Context: an optimization exercise on an open-source flow, tuned for small area, a short achievable clock period and few clock cycles per item. The choices shown serve that exercise and are no tape-out recipe. Function not checked in this run: the RTL went through the layout flow alone. No activity file was given, so power comes from the tool's default toggle rates.

## flow/design.v

```verilog
module bodega_tx (
    input  wire        clk,
    input  wire        rst,
    input  wire        req_valid,
    input  wire [31:0] req_word,
    output wire        req_ready,
    input  wire [11:0] rd_addr,
    output reg  [15:0] rd_data
);
    localparam [3:0] OP_BIND = 4'h7, OP_QUERY = 4'h8, OP_TARGET = 4'h9,
                     OP_SETP = 4'hA, OP_SET = 4'hB;
    function [7:0] clamp8;
        input [15:0] x;
        reg       inc;
        reg [7:0] s;
        begin
            inc = x[3] & (~x[15] | (|x[2:0]));
            s   = x[11:4] + {7'd0, inc};
            if (x[15])
                clamp8 = (x[14:11] != 4'hF) ? 8'h80 : s;
            else
                clamp8 = ((x[14:11] != 4'h0) || s[7]) ? 8'h7F : s;
        end
    endfunction
    reg [6:0]  p0;
    reg [15:0] p [1:15];
    reg        tx_err, bad_op;
    reg [12:0] tx_ck;              
    reg        k_bq, k_tgt, k_set, k_dual, lenok;
    reg        s_lock;             
    reg        s_power, s_run, s_unitf;
    reg [1:0]  s_bsaver;
    reg [7:0]  s_c1, s_c2, s_c3, s_c4, s_c5, s_c6, s_c7, s_c8, s_c9,
               s_c10, s_c11, s_c12, s_c13, s_c14, s_c15;    
    assign req_ready = 1'b1;
    wire       accept = req_valid;
    wire [3:0] op     = req_word[31:28];
    wire       is_set = accept && op == OP_SET;
    wire       set_ok = is_set && p0[4:3] != 2'd3;
    wire       is_tgt = accept && op == OP_TARGET;
    wire       is_bq  = accept && (op == OP_BIND || op == OP_QUERY);
    wire       build  = set_ok || is_tgt || is_bq;
    wire        is_setp = accept && op == OP_SETP;
    wire [15:0] wdata   = rst ? 16'd0 : req_word[15:0];
    integer j;
    always @(posedge clk) begin
        if (rst || (is_setp && req_word[19:16] == 4'd0))
            p0 <= wdata[6:0];
        for (j = 1; j < 16; j = j + 1)
            if (rst || (is_setp && req_word[19:16] == j))
                p[j] <= wdata;
    end
    always @(posedge clk) begin
        if (rst) begin
            tx_err <= 1'b0;
            bad_op <= 1'b0;
            k_bq   <= 1'b0;
            k_tgt  <= 1'b0;
            k_set  <= 1'b0;
            lenok  <= 1'b0;
        end else if (accept) begin
            bad_op <= (op >= 4'hC);
            if (build) begin
                k_bq   <= is_bq;
                k_tgt  <= is_tgt;
                k_set  <= set_ok;
                lenok  <= 1'b1;
                tx_err <= 1'b0;
            end else if (is_set) begin
                lenok  <= 1'b0;
                tx_err <= 1'b1;
            end
        end
    end
    wire [7:0] cl1 = clamp8(p[1]),   cl2 = clamp8(p[2]),   cl3 = clamp8(p[3]),
               cl4 = clamp8(p[4]),   cl5 = p[5][7:0],      cl6 = clamp8(p[6]),
               cl7 = clamp8(p[7]),   cl8 = clamp8(p[8]),   cl9 = clamp8(p[9]),
               cl10 = clamp8(p[10]), cl11 = clamp8(p[11]), cl12 = clamp8(p[12]),
               cl13 = clamp8(p[13]), cl14 = clamp8(p[14]), cl15 = clamp8(p[15]);
    wire       op_set = op == OP_SET;
    wire       op_tgt = op == OP_TARGET;
    wire       op_bq  = op == OP_BIND || op == OP_QUERY;
    wire       lock_d = op_tgt ? req_word[16] : op_bq ? op[3] : p0[0];
    wire [7:0] c1_d   = op_tgt ? clamp8(req_word[15:0]) : cl1;
    wire        m_dual = op_set & p0[6];
    wire [7:0]  c1m    = c1_d & {8{~op_bq}};
    wire [12:0] ck_k   = op_bq ? 13'h1FF : op_tgt ? 13'h205 : p0[6] ? 13'h21A : 13'h20F;
    wire ca_1 = cl2[0] ^ cl3[0] ^ cl4[0];
    wire ca_2 = (cl2[0] & cl3[0]) | (cl2[0] & cl4[0]) | (cl3[0] & cl4[0]);
    wire ca_3 = cl5[0] ^ cl6[0] ^ cl7[0];
    wire ca_4 = (cl5[0] & cl6[0]) | (cl5[0] & cl7[0]) | (cl6[0] & cl7[0]);
    wire ca_5 = cl8[0] ^ cl9[0] ^ p0[1];
    wire ca_6 = (cl8[0] & cl9[0]) | (cl8[0] & p0[1]) | (cl9[0] & p0[1]);
    wire ca_7 = p0[2] ^ p0[5] ^ p0[3];
    wire ca_8 = (p0[2] & p0[5]) | (p0[2] & p0[3]) | (p0[5] & p0[3]);
    wire ca_9 = cl2[1] ^ cl3[1] ^ cl4[1];
    wire ca_10 = (cl2[1] & cl3[1]) | (cl2[1] & cl4[1]) | (cl3[1] & cl4[1]);
    wire ca_11 = cl5[1] ^ cl6[1] ^ cl7[1];
    wire ca_12 = (cl5[1] & cl6[1]) | (cl5[1] & cl7[1]) | (cl6[1] & cl7[1]);
    wire ca_13 = cl8[1] ^ cl9[1] ^ p0[4];
    wire ca_14 = (cl8[1] & cl9[1]) | (cl8[1] & p0[4]) | (cl9[1] & p0[4]);
    wire ca_15 = cl2[2] ^ cl3[2] ^ cl4[2];
    wire ca_16 = (cl2[2] & cl3[2]) | (cl2[2] & cl4[2]) | (cl3[2] & cl4[2]);
    wire ca_17 = cl5[2] ^ cl6[2] ^ cl7[2];
    wire ca_18 = (cl5[2] & cl6[2]) | (cl5[2] & cl7[2]) | (cl6[2] & cl7[2]);
    wire ca_19 = cl2[3] ^ cl3[3] ^ cl4[3];
    wire ca_20 = (cl2[3] & cl3[3]) | (cl2[3] & cl4[3]) | (cl3[3] & cl4[3]);
    wire ca_21 = cl5[3] ^ cl6[3] ^ cl7[3];
    wire ca_22 = (cl5[3] & cl6[3]) | (cl5[3] & cl7[3]) | (cl6[3] & cl7[3]);
    wire ca_23 = cl2[4] ^ cl3[4] ^ cl4[4];
    wire ca_24 = (cl2[4] & cl3[4]) | (cl2[4] & cl4[4]) | (cl3[4] & cl4[4]);
    wire ca_25 = cl5[4] ^ cl6[4] ^ cl7[4];
    wire ca_26 = (cl5[4] & cl6[4]) | (cl5[4] & cl7[4]) | (cl6[4] & cl7[4]);
    wire ca_27 = cl2[5] ^ cl3[5] ^ cl4[5];
    wire ca_28 = (cl2[5] & cl3[5]) | (cl2[5] & cl4[5]) | (cl3[5] & cl4[5]);
    wire ca_29 = cl5[5] ^ cl6[5] ^ cl7[5];
    wire ca_30 = (cl5[5] & cl6[5]) | (cl5[5] & cl7[5]) | (cl6[5] & cl7[5]);
    wire ca_31 = cl2[6] ^ cl3[6] ^ cl4[6];
    wire ca_32 = (cl2[6] & cl3[6]) | (cl2[6] & cl4[6]) | (cl3[6] & cl4[6]);
    wire ca_33 = cl5[6] ^ cl6[6] ^ cl7[6];
    wire ca_34 = (cl5[6] & cl6[6]) | (cl5[6] & cl7[6]) | (cl6[6] & cl7[6]);
    wire ca_35 = cl2[7] ^ cl3[7] ^ cl4[7];
    wire ca_36 = (cl2[7] & cl3[7]) | (cl2[7] & cl4[7]) | (cl3[7] & cl4[7]);
    wire ca_37 = cl5[7] ^ cl6[7] ^ cl7[7];
    wire ca_38 = (cl5[7] & cl6[7]) | (cl5[7] & cl7[7]) | (cl6[7] & cl7[7]);
    wire ca_39 = ca_1 ^ ca_3 ^ ca_5;
    wire ca_40 = (ca_1 & ca_3) | (ca_1 & ca_5) | (ca_3 & ca_5);
    wire ca_41 = ca_2 ^ ca_4 ^ ca_6;
    wire ca_42 = (ca_2 & ca_4) | (ca_2 & ca_6) | (ca_4 & ca_6);
    wire ca_43 = ca_8 ^ ca_9 ^ ca_11;
    wire ca_44 = (ca_8 & ca_9) | (ca_8 & ca_11) | (ca_9 & ca_11);
    wire ca_45 = ca_10 ^ ca_12 ^ ca_14;
    wire ca_46 = (ca_10 & ca_12) | (ca_10 & ca_14) | (ca_12 & ca_14);
    wire ca_47 = ca_15 ^ ca_17 ^ cl8[2];
    wire ca_48 = (ca_15 & ca_17) | (ca_15 & cl8[2]) | (ca_17 & cl8[2]);
    wire ca_49 = ca_16 ^ ca_18 ^ ca_19;
    wire ca_50 = (ca_16 & ca_18) | (ca_16 & ca_19) | (ca_18 & ca_19);
    wire ca_51 = ca_21 ^ cl8[3] ^ cl9[3];
    wire ca_52 = (ca_21 & cl8[3]) | (ca_21 & cl9[3]) | (cl8[3] & cl9[3]);
    wire ca_53 = ca_20 ^ ca_22 ^ ca_23;
    wire ca_54 = (ca_20 & ca_22) | (ca_20 & ca_23) | (ca_22 & ca_23);
    wire ca_55 = ca_25 ^ cl8[4] ^ cl9[4];
    wire ca_56 = (ca_25 & cl8[4]) | (ca_25 & cl9[4]) | (cl8[4] & cl9[4]);
    wire ca_57 = ca_24 ^ ca_26 ^ ca_27;
    wire ca_58 = (ca_24 & ca_26) | (ca_24 & ca_27) | (ca_26 & ca_27);
    wire ca_59 = ca_29 ^ cl8[5] ^ cl9[5];
    wire ca_60 = (ca_29 & cl8[5]) | (ca_29 & cl9[5]) | (cl8[5] & cl9[5]);
    wire ca_61 = ca_28 ^ ca_30 ^ ca_31;
    wire ca_62 = (ca_28 & ca_30) | (ca_28 & ca_31) | (ca_30 & ca_31);
    wire ca_63 = ca_33 ^ cl8[6] ^ cl9[6];
    wire ca_64 = (ca_33 & cl8[6]) | (ca_33 & cl9[6]) | (cl8[6] & cl9[6]);
    wire ca_65 = ca_32 ^ ca_34 ^ ca_35;
    wire ca_66 = (ca_32 & ca_34) | (ca_32 & ca_35) | (ca_34 & ca_35);
    wire ca_67 = ca_37 ^ cl8[7] ^ cl9[7];
    wire ca_68 = (ca_37 & cl8[7]) | (ca_37 & cl9[7]) | (cl8[7] & cl9[7]);
    wire ca_69 = ca_40 ^ ca_41 ^ ca_43;
    wire ca_70 = (ca_40 & ca_41) | (ca_40 & ca_43) | (ca_41 & ca_43);
    wire ca_71 = ca_42 ^ ca_44 ^ ca_45;
    wire ca_72 = (ca_42 & ca_44) | (ca_42 & ca_45) | (ca_44 & ca_45);
    wire ca_73 = ca_46 ^ ca_48 ^ ca_49;
    wire ca_74 = (ca_46 & ca_48) | (ca_46 & ca_49) | (ca_48 & ca_49);
    wire ca_75 = ca_50 ^ ca_52 ^ ca_53;
    wire ca_76 = (ca_50 & ca_52) | (ca_50 & ca_53) | (ca_52 & ca_53);
    wire ca_77 = ca_54 ^ ca_56 ^ ca_57;
    wire ca_78 = (ca_54 & ca_56) | (ca_54 & ca_57) | (ca_56 & ca_57);
    wire ca_79 = ca_58 ^ ca_60 ^ ca_61;
    wire ca_80 = (ca_58 & ca_60) | (ca_58 & ca_61) | (ca_60 & ca_61);
    wire ca_81 = ca_62 ^ ca_64 ^ ca_65;
    wire ca_82 = (ca_62 & ca_64) | (ca_62 & ca_65) | (ca_64 & ca_65);
    wire ca_83 = ca_66 ^ ca_68 ^ ca_36;
    wire ca_84 = (ca_66 & ca_68) | (ca_66 & ca_36) | (ca_68 & ca_36);
    wire ca_85 = ca_70 ^ ca_71 ^ ca_47;
    wire ca_86 = (ca_70 & ca_71) | (ca_70 & ca_47) | (ca_71 & ca_47);
    wire ca_87 = ca_72 ^ ca_73 ^ ca_51;
    wire ca_88 = (ca_72 & ca_73) | (ca_72 & ca_51) | (ca_73 & ca_51);
    wire ca_89 = ca_74 ^ ca_75 ^ ca_55;
    wire ca_90 = (ca_74 & ca_75) | (ca_74 & ca_55) | (ca_75 & ca_55);
    wire ca_91 = ca_76 ^ ca_77 ^ ca_59;
    wire ca_92 = (ca_76 & ca_77) | (ca_76 & ca_59) | (ca_77 & ca_59);
    wire ca_93 = ca_78 ^ ca_79 ^ ca_63;
    wire ca_94 = (ca_78 & ca_79) | (ca_78 & ca_63) | (ca_79 & ca_63);
    wire ca_95 = ca_80 ^ ca_81 ^ ca_67;
    wire ca_96 = (ca_80 & ca_81) | (ca_80 & ca_67) | (ca_81 & ca_67);
    wire ca_97 = ca_82 ^ ca_83 ^ ca_38;
    wire ca_98 = (ca_82 & ca_83) | (ca_82 & ca_38) | (ca_83 & ca_38);
    wire cb_1 = cl10[0] ^ cl11[0] ^ cl12[0];
    wire cb_2 = (cl10[0] & cl11[0]) | (cl10[0] & cl12[0]) | (cl11[0] & cl12[0]);
    wire cb_3 = cl13[0] ^ cl14[0] ^ cl15[0];
    wire cb_4 = (cl13[0] & cl14[0]) | (cl13[0] & cl15[0]) | (cl14[0] & cl15[0]);
    wire cb_5 = cl10[1] ^ cl11[1] ^ cl12[1];
    wire cb_6 = (cl10[1] & cl11[1]) | (cl10[1] & cl12[1]) | (cl11[1] & cl12[1]);
    wire cb_7 = cl13[1] ^ cl14[1] ^ cl15[1];
    wire cb_8 = (cl13[1] & cl14[1]) | (cl13[1] & cl15[1]) | (cl14[1] & cl15[1]);
    wire cb_9 = cl10[2] ^ cl11[2] ^ cl12[2];
    wire cb_10 = (cl10[2] & cl11[2]) | (cl10[2] & cl12[2]) | (cl11[2] & cl12[2]);
    wire cb_11 = cl13[2] ^ cl14[2] ^ cl15[2];
    wire cb_12 = (cl13[2] & cl14[2]) | (cl13[2] & cl15[2]) | (cl14[2] & cl15[2]);
    wire cb_13 = cl10[3] ^ cl11[3] ^ cl12[3];
    wire cb_14 = (cl10[3] & cl11[3]) | (cl10[3] & cl12[3]) | (cl11[3] & cl12[3]);
    wire cb_15 = cl13[3] ^ cl14[3] ^ cl15[3];
    wire cb_16 = (cl13[3] & cl14[3]) | (cl13[3] & cl15[3]) | (cl14[3] & cl15[3]);
    wire cb_17 = cl10[4] ^ cl11[4] ^ cl12[4];
    wire cb_18 = (cl10[4] & cl11[4]) | (cl10[4] & cl12[4]) | (cl11[4] & cl12[4]);
    wire cb_19 = cl13[4] ^ cl14[4] ^ cl15[4];
    wire cb_20 = (cl13[4] & cl14[4]) | (cl13[4] & cl15[4]) | (cl14[4] & cl15[4]);
    wire cb_21 = cl10[5] ^ cl11[5] ^ cl12[5];
    wire cb_22 = (cl10[5] & cl11[5]) | (cl10[5] & cl12[5]) | (cl11[5] & cl12[5]);
    wire cb_23 = cl13[5] ^ cl14[5] ^ cl15[5];
    wire cb_24 = (cl13[5] & cl14[5]) | (cl13[5] & cl15[5]) | (cl14[5] & cl15[5]);
    wire cb_25 = cl10[6] ^ cl11[6] ^ cl12[6];
    wire cb_26 = (cl10[6] & cl11[6]) | (cl10[6] & cl12[6]) | (cl11[6] & cl12[6]);
    wire cb_27 = cl13[6] ^ cl14[6] ^ cl15[6];
    wire cb_28 = (cl13[6] & cl14[6]) | (cl13[6] & cl15[6]) | (cl14[6] & cl15[6]);
    wire cb_29 = cl10[7] ^ cl11[7] ^ cl12[7];
    wire cb_30 = (cl10[7] & cl11[7]) | (cl10[7] & cl12[7]) | (cl11[7] & cl12[7]);
    wire cb_31 = cl13[7] ^ cl14[7] ^ cl15[7];
    wire cb_32 = (cl13[7] & cl14[7]) | (cl13[7] & cl15[7]) | (cl14[7] & cl15[7]);
    wire cb_33 = cb_2 ^ cb_4 ^ cb_5;
    wire cb_34 = (cb_2 & cb_4) | (cb_2 & cb_5) | (cb_4 & cb_5);
    wire cb_35 = cb_6 ^ cb_8 ^ cb_9;
    wire cb_36 = (cb_6 & cb_8) | (cb_6 & cb_9) | (cb_8 & cb_9);
    wire cb_37 = cb_10 ^ cb_12 ^ cb_13;
    wire cb_38 = (cb_10 & cb_12) | (cb_10 & cb_13) | (cb_12 & cb_13);
    wire cb_39 = cb_14 ^ cb_16 ^ cb_17;
    wire cb_40 = (cb_14 & cb_16) | (cb_14 & cb_17) | (cb_16 & cb_17);
    wire cb_41 = cb_18 ^ cb_20 ^ cb_21;
    wire cb_42 = (cb_18 & cb_20) | (cb_18 & cb_21) | (cb_20 & cb_21);
    wire cb_43 = cb_22 ^ cb_24 ^ cb_25;
    wire cb_44 = (cb_22 & cb_24) | (cb_22 & cb_25) | (cb_24 & cb_25);
    wire cb_45 = cb_26 ^ cb_28 ^ cb_29;
    wire cb_46 = (cb_26 & cb_28) | (cb_26 & cb_29) | (cb_28 & cb_29);
    wire cb_47 = cb_34 ^ cb_35 ^ cb_11;
    wire cb_48 = (cb_34 & cb_35) | (cb_34 & cb_11) | (cb_35 & cb_11);
    wire cb_49 = cb_36 ^ cb_37 ^ cb_15;
    wire cb_50 = (cb_36 & cb_37) | (cb_36 & cb_15) | (cb_37 & cb_15);
    wire cb_51 = cb_38 ^ cb_39 ^ cb_19;
    wire cb_52 = (cb_38 & cb_39) | (cb_38 & cb_19) | (cb_39 & cb_19);
    wire cb_53 = cb_40 ^ cb_41 ^ cb_23;
    wire cb_54 = (cb_40 & cb_41) | (cb_40 & cb_23) | (cb_41 & cb_23);
    wire cb_55 = cb_42 ^ cb_43 ^ cb_27;
    wire cb_56 = (cb_42 & cb_43) | (cb_42 & cb_27) | (cb_43 & cb_27);
    wire cb_57 = cb_44 ^ cb_45 ^ cb_31;
    wire cb_58 = (cb_44 & cb_45) | (cb_44 & cb_31) | (cb_45 & cb_31);
    wire cb_59 = cb_46 ^ cb_30 ^ cb_32;
    wire cb_60 = (cb_46 & cb_30) | (cb_46 & cb_32) | (cb_30 & cb_32);
    wire [12:0] ra0 = {1'b0, 1'b0, 1'b0, ca_98, ca_96, ca_94, ca_92, ca_90, ca_88, ca_86, ca_85, ca_69, ca_39} & {13{op_set}};
    wire [12:0] ra1 = {1'b0, 1'b0, 1'b0, ca_84, ca_97, ca_95, ca_93, ca_91, ca_89, ca_87, cl9[2], ca_13, ca_7} & {13{op_set}};
    wire [12:0] rb0 = {1'b0, 1'b0, 1'b0, cb_60, cb_58, cb_56, cb_54, cb_52, cb_50, cb_48, cb_47, cb_33, cb_1} & {13{m_dual}};
    wire [12:0] rb1 = {1'b0, 1'b0, 1'b0, 1'b0, cb_59, cb_57, cb_55, cb_53, cb_51, cb_49, 1'b0, cb_7, cb_3} & {13{m_dual}};
    wire cf_1 = ra0[0] ^ ra1[0] ^ rb0[0];
    wire cf_2 = (ra0[0] & ra1[0]) | (ra0[0] & rb0[0]) | (ra1[0] & rb0[0]);
    wire cf_3 = rb1[0] ^ ck_k[0] ^ c1m[0];
    wire cf_4 = (rb1[0] & ck_k[0]) | (rb1[0] & c1m[0]) | (ck_k[0] & c1m[0]);
    wire cf_5 = ra0[1] ^ ra1[1] ^ rb0[1];
    wire cf_6 = (ra0[1] & ra1[1]) | (ra0[1] & rb0[1]) | (ra1[1] & rb0[1]);
    wire cf_7 = rb1[1] ^ ck_k[1] ^ c1m[1];
    wire cf_8 = (rb1[1] & ck_k[1]) | (rb1[1] & c1m[1]) | (ck_k[1] & c1m[1]);
    wire cf_9 = ra0[2] ^ ra1[2] ^ rb0[2];
    wire cf_10 = (ra0[2] & ra1[2]) | (ra0[2] & rb0[2]) | (ra1[2] & rb0[2]);
    wire cf_11 = rb1[2] ^ ck_k[2] ^ c1m[2];
    wire cf_12 = (rb1[2] & ck_k[2]) | (rb1[2] & c1m[2]) | (ck_k[2] & c1m[2]);
    wire cf_13 = ra0[3] ^ ra1[3] ^ rb0[3];
    wire cf_14 = (ra0[3] & ra1[3]) | (ra0[3] & rb0[3]) | (ra1[3] & rb0[3]);
    wire cf_15 = rb1[3] ^ ck_k[3] ^ c1m[3];
    wire cf_16 = (rb1[3] & ck_k[3]) | (rb1[3] & c1m[3]) | (ck_k[3] & c1m[3]);
    wire cf_17 = ra0[4] ^ ra1[4] ^ rb0[4];
    wire cf_18 = (ra0[4] & ra1[4]) | (ra0[4] & rb0[4]) | (ra1[4] & rb0[4]);
    wire cf_19 = rb1[4] ^ ck_k[4] ^ c1m[4];
    wire cf_20 = (rb1[4] & ck_k[4]) | (rb1[4] & c1m[4]) | (ck_k[4] & c1m[4]);
    wire cf_21 = ra0[5] ^ ra1[5] ^ rb0[5];
    wire cf_22 = (ra0[5] & ra1[5]) | (ra0[5] & rb0[5]) | (ra1[5] & rb0[5]);
    wire cf_23 = rb1[5] ^ ck_k[5] ^ c1m[5];
    wire cf_24 = (rb1[5] & ck_k[5]) | (rb1[5] & c1m[5]) | (ck_k[5] & c1m[5]);
    wire cf_25 = ra0[6] ^ ra1[6] ^ rb0[6];
    wire cf_26 = (ra0[6] & ra1[6]) | (ra0[6] & rb0[6]) | (ra1[6] & rb0[6]);
    wire cf_27 = rb1[6] ^ ck_k[6] ^ c1m[6];
    wire cf_28 = (rb1[6] & ck_k[6]) | (rb1[6] & c1m[6]) | (ck_k[6] & c1m[6]);
    wire cf_29 = ra0[7] ^ ra1[7] ^ rb0[7];
    wire cf_30 = (ra0[7] & ra1[7]) | (ra0[7] & rb0[7]) | (ra1[7] & rb0[7]);
    wire cf_31 = rb1[7] ^ ck_k[7] ^ c1m[7];
    wire cf_32 = (rb1[7] & ck_k[7]) | (rb1[7] & c1m[7]) | (ck_k[7] & c1m[7]);
    wire cf_33 = ra0[8] ^ ra1[8] ^ rb0[8];
    wire cf_34 = (ra0[8] & ra1[8]) | (ra0[8] & rb0[8]) | (ra1[8] & rb0[8]);
    wire cf_35 = ra0[9] ^ ra1[9] ^ rb0[9];
    wire cf_36 = (ra0[9] & ra1[9]) | (ra0[9] & rb0[9]) | (ra1[9] & rb0[9]);
    wire cf_37 = ra0[10] ^ ra1[10] ^ rb0[10];
    wire cf_38 = (ra0[10] & ra1[10]) | (ra0[10] & rb0[10]) | (ra1[10] & rb0[10]);
    wire cf_39 = ra0[11] ^ ra1[11] ^ rb0[11];
    wire cf_40 = (ra0[11] & ra1[11]) | (ra0[11] & rb0[11]) | (ra1[11] & rb0[11]);
    wire cf_41 = ra0[12] ^ ra1[12] ^ rb0[12];
    wire cf_42 = (ra0[12] & ra1[12]) | (ra0[12] & rb0[12]) | (ra1[12] & rb0[12]);
    wire cf_43 = cf_1 ^ cf_3 ^ lock_d;
    wire cf_44 = (cf_1 & cf_3) | (cf_1 & lock_d) | (cf_3 & lock_d);
    wire cf_45 = cf_2 ^ cf_4 ^ cf_5;
    wire cf_46 = (cf_2 & cf_4) | (cf_2 & cf_5) | (cf_4 & cf_5);
    wire cf_47 = cf_6 ^ cf_8 ^ cf_9;
    wire cf_48 = (cf_6 & cf_8) | (cf_6 & cf_9) | (cf_8 & cf_9);
    wire cf_49 = cf_10 ^ cf_12 ^ cf_13;
    wire cf_50 = (cf_10 & cf_12) | (cf_10 & cf_13) | (cf_12 & cf_13);
    wire cf_51 = cf_14 ^ cf_16 ^ cf_17;
    wire cf_52 = (cf_14 & cf_16) | (cf_14 & cf_17) | (cf_16 & cf_17);
    wire cf_53 = cf_18 ^ cf_20 ^ cf_21;
    wire cf_54 = (cf_18 & cf_20) | (cf_18 & cf_21) | (cf_20 & cf_21);
    wire cf_55 = cf_22 ^ cf_24 ^ cf_25;
    wire cf_56 = (cf_22 & cf_24) | (cf_22 & cf_25) | (cf_24 & cf_25);
    wire cf_57 = cf_26 ^ cf_28 ^ cf_29;
    wire cf_58 = (cf_26 & cf_28) | (cf_26 & cf_29) | (cf_28 & cf_29);
    wire cf_59 = cf_30 ^ cf_32 ^ cf_33;
    wire cf_60 = (cf_30 & cf_32) | (cf_30 & cf_33) | (cf_32 & cf_33);
    wire cf_61 = cf_34 ^ cf_35 ^ rb1[9];
    wire cf_62 = (cf_34 & cf_35) | (cf_34 & rb1[9]) | (cf_35 & rb1[9]);
    wire cf_63 = cf_36 ^ cf_37 ^ rb1[10];
    wire cf_64 = (cf_36 & cf_37) | (cf_36 & rb1[10]) | (cf_37 & rb1[10]);
    wire cf_65 = cf_38 ^ cf_39 ^ rb1[11];
    wire cf_66 = (cf_38 & cf_39) | (cf_38 & rb1[11]) | (cf_39 & rb1[11]);
    wire cf_67 = cf_40 ^ cf_41 ^ rb1[12];
    wire cf_68 = (cf_40 & cf_41) | (cf_40 & rb1[12]) | (cf_41 & rb1[12]);
    wire cf_69 = cf_44 ^ cf_45 ^ cf_7;
    wire cf_70 = (cf_44 & cf_45) | (cf_44 & cf_7) | (cf_45 & cf_7);
    wire cf_71 = cf_46 ^ cf_47 ^ cf_11;
    wire cf_72 = (cf_46 & cf_47) | (cf_46 & cf_11) | (cf_47 & cf_11);
    wire cf_73 = cf_48 ^ cf_49 ^ cf_15;
    wire cf_74 = (cf_48 & cf_49) | (cf_48 & cf_15) | (cf_49 & cf_15);
    wire cf_75 = cf_50 ^ cf_51 ^ cf_19;
    wire cf_76 = (cf_50 & cf_51) | (cf_50 & cf_19) | (cf_51 & cf_19);
    wire cf_77 = cf_52 ^ cf_53 ^ cf_23;
    wire cf_78 = (cf_52 & cf_53) | (cf_52 & cf_23) | (cf_53 & cf_23);
    wire cf_79 = cf_54 ^ cf_55 ^ cf_27;
    wire cf_80 = (cf_54 & cf_55) | (cf_54 & cf_27) | (cf_55 & cf_27);
    wire cf_81 = cf_56 ^ cf_57 ^ cf_31;
    wire cf_82 = (cf_56 & cf_57) | (cf_56 & cf_31) | (cf_57 & cf_31);
    wire cf_83 = cf_58 ^ cf_59 ^ rb1[8];
    wire cf_84 = (cf_58 & cf_59) | (cf_58 & rb1[8]) | (cf_59 & rb1[8]);
    wire cf_85 = cf_60 ^ cf_61 ^ ck_k[9];
    wire cf_86 = (cf_60 & cf_61) | (cf_60 & ck_k[9]) | (cf_61 & ck_k[9]);
    wire cf_87 = cf_62 ^ cf_63 ^ ck_k[10];
    wire cf_88 = (cf_62 & cf_63) | (cf_62 & ck_k[10]) | (cf_63 & ck_k[10]);
    wire cf_89 = cf_64 ^ cf_65 ^ ck_k[11];
    wire cf_90 = (cf_64 & cf_65) | (cf_64 & ck_k[11]) | (cf_65 & ck_k[11]);
    wire cf_91 = cf_66 ^ cf_67 ^ ck_k[12];
    wire cf_92 = (cf_66 & cf_67) | (cf_66 & ck_k[12]) | (cf_67 & ck_k[12]);
    wire cf_93 = cf_82 ^ cf_83 ^ ck_k[8];
    wire cf_94 = (cf_82 & cf_83) | (cf_82 & ck_k[8]) | (cf_83 & ck_k[8]);
    wire cf_95 = cf_94 ^ cf_84 ^ cf_85;
    wire cf_96 = (cf_94 & cf_84) | (cf_94 & cf_85) | (cf_84 & cf_85);
    wire cf_97 = cf_96 ^ cf_86 ^ cf_87;
    wire cf_98 = (cf_96 & cf_86) | (cf_96 & cf_87) | (cf_86 & cf_87);
    wire cf_99 = cf_98 ^ cf_88 ^ cf_89;
    wire cf_100 = (cf_98 & cf_88) | (cf_98 & cf_89) | (cf_88 & cf_89);
    wire cf_101 = cf_100 ^ cf_90 ^ cf_91;
    wire cf_102 = (cf_100 & cf_90) | (cf_100 & cf_91) | (cf_90 & cf_91);
    wire [12:0] ck_s0 = {cf_101, cf_99, cf_97, cf_95, cf_93, cf_80, cf_78, cf_76, cf_74, cf_72, cf_70, cf_69, cf_43};
    wire [12:0] ck_s1 = {1'b0, 1'b0, 1'b0, 1'b0, 1'b0, cf_81, cf_79, cf_77, cf_75, cf_73, cf_71, 1'b0, 1'b0};
    wire [12:0] ck_next = ck_s0 + ck_s1;
    always @(posedge clk) begin
        if (rst || build)
            tx_ck <= rst ? 13'd0 : ck_next;
    end
    always @(posedge clk) begin
        if (is_tgt || is_bq || set_ok)
            s_lock <= lock_d;
        if (is_tgt || set_ok)
            s_c1 <= c1_d;
        if (set_ok) begin
            k_dual   <= p0[6];
            s_power  <= p0[1];
            s_run    <= p0[2];
            s_bsaver <= p0[4:3];
            s_unitf  <= p0[5];
            s_c2  <= cl2;
            s_c3  <= cl3;
            s_c4  <= cl4;
            s_c5  <= cl5;
            s_c6  <= cl6;
            s_c7  <= cl7;
            s_c8  <= cl8;
            s_c9  <= cl9;
            s_c10 <= cl10;
            s_c11 <= cl11;
            s_c12 <= cl12;
            s_c13 <= cl13;
            s_c14 <= cl14;
            s_c15 <= cl15;
        end
    end
    wire [15:0] ck = {3'd0, tx_ck};
    reg [4:0] len5;
    always @(*) begin
        if (!lenok)      len5 = 5'd0;
        else if (k_bq)   len5 = 5'd6;
        else if (k_tgt)  len5 = 5'd7;
        else if (k_dual) len5 = 5'd31;
        else             len5 = 5'd20;
    end
    wire [4:0] b = rd_addr[4:0];
    reg  [7:0] byte_at;
    always @(*) begin
        case (b)
        5'd0, 5'd1: byte_at = 8'hFE;
        5'd2:  byte_at = k_bq ? 8'h03 : k_tgt ? 8'h04 : k_dual ? 8'h1C : 8'h11;
        5'd3:  byte_at = k_set ? 8'h02 : k_tgt ? {6'd1, s_lock, ~s_lock} : {7'd0, s_lock};
        5'd4:  byte_at = k_bq ? ck[15:8] : k_tgt ? s_c1 : {7'd0, s_lock};
        5'd5:  byte_at = k_bq ? ck[7:0] : k_tgt ? ck[15:8] : {7'd0, s_power};
        5'd6:  byte_at = k_tgt ? ck[7:0] : {7'd0, s_run};
        5'd7:  byte_at = {6'd0, s_bsaver};
        5'd8:  byte_at = s_c1;
        5'd9:  byte_at = s_c2;
        5'd10: byte_at = s_c3;
        5'd11: byte_at = s_c4;
        5'd12: byte_at = s_c5;
        5'd13: byte_at = {7'd0, s_unitf};
        5'd14: byte_at = s_c6;
        5'd15: byte_at = s_c7;
        5'd16: byte_at = s_c8;
        5'd17: byte_at = s_c9;
        5'd18: byte_at = k_dual ? s_c10 : ck[15:8];
        5'd19: byte_at = k_dual ? 8'h00 : ck[7:0];
        5'd21: byte_at = s_c11;
        5'd22: byte_at = s_c12;
        5'd23: byte_at = s_c13;
        5'd24: byte_at = s_c14;
        5'd25: byte_at = s_c15;
        5'd29: byte_at = ck[15:8];
        5'd30: byte_at = ck[7:0];
        default: byte_at = 8'h00;
        endcase
    end
    always @(*) begin
        rd_data = 16'd0;
        if (rd_addr[11:9] == 3'b100) begin
            if (rd_addr[8:5] == 4'd0 && b < len5)
                rd_data = {8'd0, byte_at};
        end else if (rd_addr[11:4] == 8'h02) begin
            rd_data = (rd_addr[3:0] == 4'd0) ? {9'd0, p0} : p[rd_addr[3:0]];
        end else begin
            case (rd_addr)
            12'h000: rd_data = {6'd0, bad_op, tx_err, 1'b0, tx_err, 6'd0};
            12'h003: rd_data = {11'd0, len5};
            12'h005: rd_data = ck;
            default: rd_data = 16'd0;
            endcase
        end
    end
endmodule
```

## flow/run.sh

```bash
#!/bin/bash
# synth_recipe.tcl (not shown) runs the flow's synth.tcl, then flattens the netlist and writes it again
# the make line also repeats each setting of config.mk as NAME=value (left out here)
make -C /OpenROAD-flow-scripts/flow DESIGN_CONFIG=/design/flow/config.mk WORK_HOME=/design/flow/orfs CLKGATE_MAP_FILE= SYNTH_SCRIPT=/design/flow/synth_recipe.tcl finish
```

## flow/config.mk

```make
export PLATFORM = sky130hd
export DESIGN_NAME = bodega_tx
export DESIGN_NICKNAME = bodega_tx
export VERILOG_FILES = /design/flow/design.v
export SDC_FILE = /design/flow/constraint.sdc
export NUM_CORES = 4
export LEC_CHECK = 0
export CAP_MARGIN = 20
export CORE_MARGIN = 2
export CORE_UTILIZATION = 40
export SETUP_SLACK_MARGIN = 5
export SLEW_MARGIN = 20
```

## flow/constraint.sdc

```tcl
create_clock -name core_clock -period 12.0 [get_ports {clk}]
set_input_delay 2.4000 -clock core_clock [delete_from_list [all_inputs] [get_ports {clk}]]
set_output_delay 2.4000 -clock core_clock [all_outputs]
set_load 0.01 [all_outputs]
```

==> metrics list <==
* TritonCTS sink count: 393
- Among all flip-flop cells after synthesis, the most frequent one is edfxtp_1.
- Setup repair after global routing could not meet its margin everywhere.
- Signed area change from the synthesized netlist to the final layout: 25.53%
- Max-cap violations in this run came to 0.
- Chip width: 245.6 um
- The worst register-to-register path begins at p[9][15].
- Most used cells in the layout excluding fill and tap cells: edfxtp_1 (387), inv_1 (181), buf_4 (155), nand2_1 (129), nor2_1 (101)
- The slowest stage of the critical path belongs to the cell fa_2.
- After floorplanning, the core was sized to cover slightly below 60000 um2.
- Entering global routing, the biggest net connects 62 pins.
* Launching element type of the critical path: register
* Max VDD drop: around 0.11 mV
* Hold wc startpoint: bad_op
- Std cell rows: roughly 90
* Most common cell after layout, fill and taps aside: edfxtp_1
* Post-CTS Hold Fix Bufs: 0
- The number of cells on the worst reg-to-reg path is 28.
- The number of nets in the synthesized netlist is 2236.
* Clock-pin slew on the worst setup and hold paths: roughly 0.060 ns
- Slew HR: 8.553%
- Clock tree synthesis selected as its root buffer the cell clkbuf_16.
- Kind of capture point of the worst setup path: register
* Via count of the first global-routing pass: 18.34k
- Antenna viol nets, final: 0
* Count of final hold-check violations: 0
- At the end of the flow the core is filled with cells to between 50% and 60%.
- After layout, the minimum clock period comes to approximately 8 ns.
- Averaged over all synthesized cells, the footprint is between 10 and 15 um2.
* Min-Delay Path Class: register to register
- Final setup violation count: 0
- After legalization and detailed placement, the total HPWL measured between 70 and 80 mm.
- After synthesis the cells add up to between 20000 and 25000 um2.
* CTS Buffer Depth: 3
* Sequential-to-total area share from yosys stat: 50.28%
- Once the floorplan was initialized, standard cells occupied 40.47% of the core.
- The repair_antennas step left the layout with diodes totalling 0.
- Counting instances, the worst hold path has a depth of 2.
* Async set-reset flop share out of synthesis: 0%
* Starting DRT DRC Count: 2894
- The largest single stage delay on the critical path is 0.54 ns.
* IO buf count: 54
- The total overflow left after global routing is 0.
- TritonCTS created between 40 and 50 clock buffers.
- Worst path required time: approximately 12 ns
- Launching instance or port of the critical path: p[9][15]
- Power spread over the standard cell area amounts to around 160 nW/um2.
* Latest clock arrival within the worst-skew pair: between 0.6 and 0.7 ns
- Number of instances in the synthesized netlist: roughly 2k
- Dividing the detail-routed wire length by the instance count gives 34.93 um.
- Remaining routing DRC violations: 0
- Nets: roughly 2.4k
- Data on the critical path arrives at its endpoint at 8.15 ns.
* Cell occurring most often along the worst timing path: fa_1
- The flow ran to the end and the layout has no timing, DRC or antenna violations.
* Critical path peak fanout: 3
* Slew Viols, Final: 0
- For this design the static power due to leakage is about 11 nW.
- Io pins: 64
- Vias after detailed routing: 19.25k
- Share of post-route cells with drive strength above 1: ~25%
* Global-route wire length before repair: 142.9 mm
* Worst-margin pin slew: about 1.4 ns
- Number of antenna violations at the first check in global routing: 9
- The layout has 5129 filler cells.
* Timing-limited maximum frequency: between 100 and 150 MHz
- The path with the worst hold slack has its endpoint at bad_op.
* Flop-to-flop setup slack: approximately 4.2 ns
- Measured along the y axis, the die boundary spans about 250 um.
- Part of the cycle the worst path needs: between 60% and 70%
- Counting flops with a built-in enable in the synthesized netlist gives ~390.
- The floorplan step defined a die boundary enclosing 60320 um2.
* Count of yosys warnings during synthesis: 18
- Worst Path Class, Setup: register to register
* CTS HTree Levels: 2
- Using the TritonRoute via totals, the vias-per-cell ratio works out to ~6.3.
- Clk_skew: between 0.03 and 0.04 ns
* Detailed Route WL: ~110 mm
- The endpoint identified for the worst register-to-register timing path is tx_ck[12].
- TritonCTS built the clock tree.
- Before antenna repair, the detailed router went through 8 iterations.
- In the final timing run, aggregate negative setup slack is 0 ns.
- Global routing usage summed across all routing layers: between 30% and 40%
* Final Power: between 0.004 and 0.005 W
- Counting flops and latches in the post-synthesis netlist gives 393.
* GPL Wtd Cong: 1.081
* Number of distinct library cell variants in the gate-level netlist after synthesis: 80
-- registers in the layout (all words and copies together) (netlist names), 8 cells and up --
signal,count
s_c6,8
s_c5,8
s_c8,8
s_c12,8
s_c14,8
s_c3,8
s_c4,8
s_c1,8
tx_ck,13
s_c7,8
s_c13,8
s_c11,8
p,240
s_c15,8
s_c9,8
s_c2,8
s_c10,8
-- worst max-delay path, delay by kind of cell (launching register included) --
kind / cells / cell delay (ns)
and+or+nand+nor: 5 / 1.00
AOI/OAI and AO/OA: 7 / 1.14
buffers and inverters: 5 / 0.44
adders and majority gates: 10 / 4.18
DFF: 1 / 0.50
muxes: 1 / 0.29
-- worst max path at each step --
stage	end	slack, ns	cells past startpoint
after floorplan	tx_ck[10]	4.81	26
after global placement	rd_data[8]	3.32	9
after detailed placement	rd_data[8]	3.26	9
after CTS	tx_ck[12]	4.33	25
after global routing	tx_ck[12]	4.04	27
final	tx_ck[12]	4.19	28
-- synthesized netlist by cell type (all sizes together) (31+ instances only) --
| cell type | instances | share of area [%] |
|---|---|---|
| a21oi | 67 | 1.4 |
| a22oi | 57 | 1.8 |
| and2 | 31 | 0.84 |
| buf | 56 | 1.4 |
| clkbuf | 36 | 0.58 |
| edfxtp | 387 | 50 |
| fa | 117 | 10 |
| ha | 46 | 2.5 |
| inv | 196 | 3.2 |
| mux2i | 33 | 1.4 |
| nand2 | 136 | 2.2 |
| nand3 | 81 | 1.7 |
| nor2 | 123 | 2.0 |
| nor2b | 40 | 1.1 |
| o21ai | 115 | 2.5 |
| xnor2 | 40 | 1.5 |
| xor2 | 40 | 1.5 |
-- metal layers --
layer	part of all wire, %	global-route usage (%)
met5	0.013	0
met1	38	46.10
met4	8.7	24.33
met2	42	51.39
met3	11	7.738
-- through the flow --
step	hold WS [ns]	instances	instance area (um2)	worst slack, ns
2_1_floorplan	0.4458	2026	23480	4.815
6_report	0.5352	3038	29310	4.191
3_5_place_dp	0.5334	2801	24930	3.259
4_1_cts	0.5431	3007	28740	4.328
5_1_grt	0.5577	3038	29310	4.038
3_3_place_gp	0.5328	2801	24930	3.320
-- power by group --
part           internal [W]  switching, W  total [W]
combinational      0.000599      0.000906    0.00151
sequential          0.00163      0.000137    0.00177
clock              0.000820      0.000603    0.00142
total               0.00305       0.00165    0.00469
-- logic make-up after synthesis --
family,share of synthesized area (%)
AND/OR/NAND/NOR,12.38
AO/OA/AOI/OAI,14.23
flip-flops,50.28
buffers and inverters,5.117
adder cells (fa/ha/maj),12.50
XOR/XNOR,3.001
multiplexers,2.476
other,0.01606
-- area by class of cell --
| cell class | count | area, um2 | share of cell area (%) |
|---|---|---|---|
| repair inverters | 1 | 7.507 | 0.02561 |
| repair buffers | 252 | 2589 | 8.832 |
| multi-input cells | 1344 | 11740 | 40.05 |
| inverters | 197 | 750.7 | 2.561 |
| clock inverters | 34 | 310.3 | 1.059 |
| flip-flops and latches | 393 | 11740 | 40.06 |
| clock buffers | 52 | 1216 | 4.149 |
| well taps | 765 | 957.2 | 3.265 |
-- what timing repair did --
| item | in CTS | in global routing |
|---|---|---|
| gates cloned | 13 | 0 |
| pin swaps | 93 | 63 |
| gates resized for setup | 300 | 88 |
| buffers inserted | 107 | 31 |
| setup endpoints to repair | 27 | 24 |

[what the ideal ports hide]
The flow's constraints put no driver on any port. The routed layout listed below was extracted and timed again, unchanged, in two steps. Step 1, drivers: a clkbuf_16 drives clk and a buf_2 each remaining input, both assumed. Step 2 adds t to the input delays and takes it off the output delays; t is the mean of the earliest and latest rising clock arrival at the registers after step 1. Input paths then give back, and output paths get back, about the clock's delay inside the block. Three values: ideal ports, drivers, drivers and shift; two values: the first two.
t, ns: 0.653
setup WS [ns]: 4.191 / 4.191 / 3.693
latest minus earliest clock arrival (ns): 0.039 / 0.039
After both steps setup and hold are still met in this run. For this run, drivers alone change the setup slack by 0.000 ns; drivers and shift together by -0.498 ns.
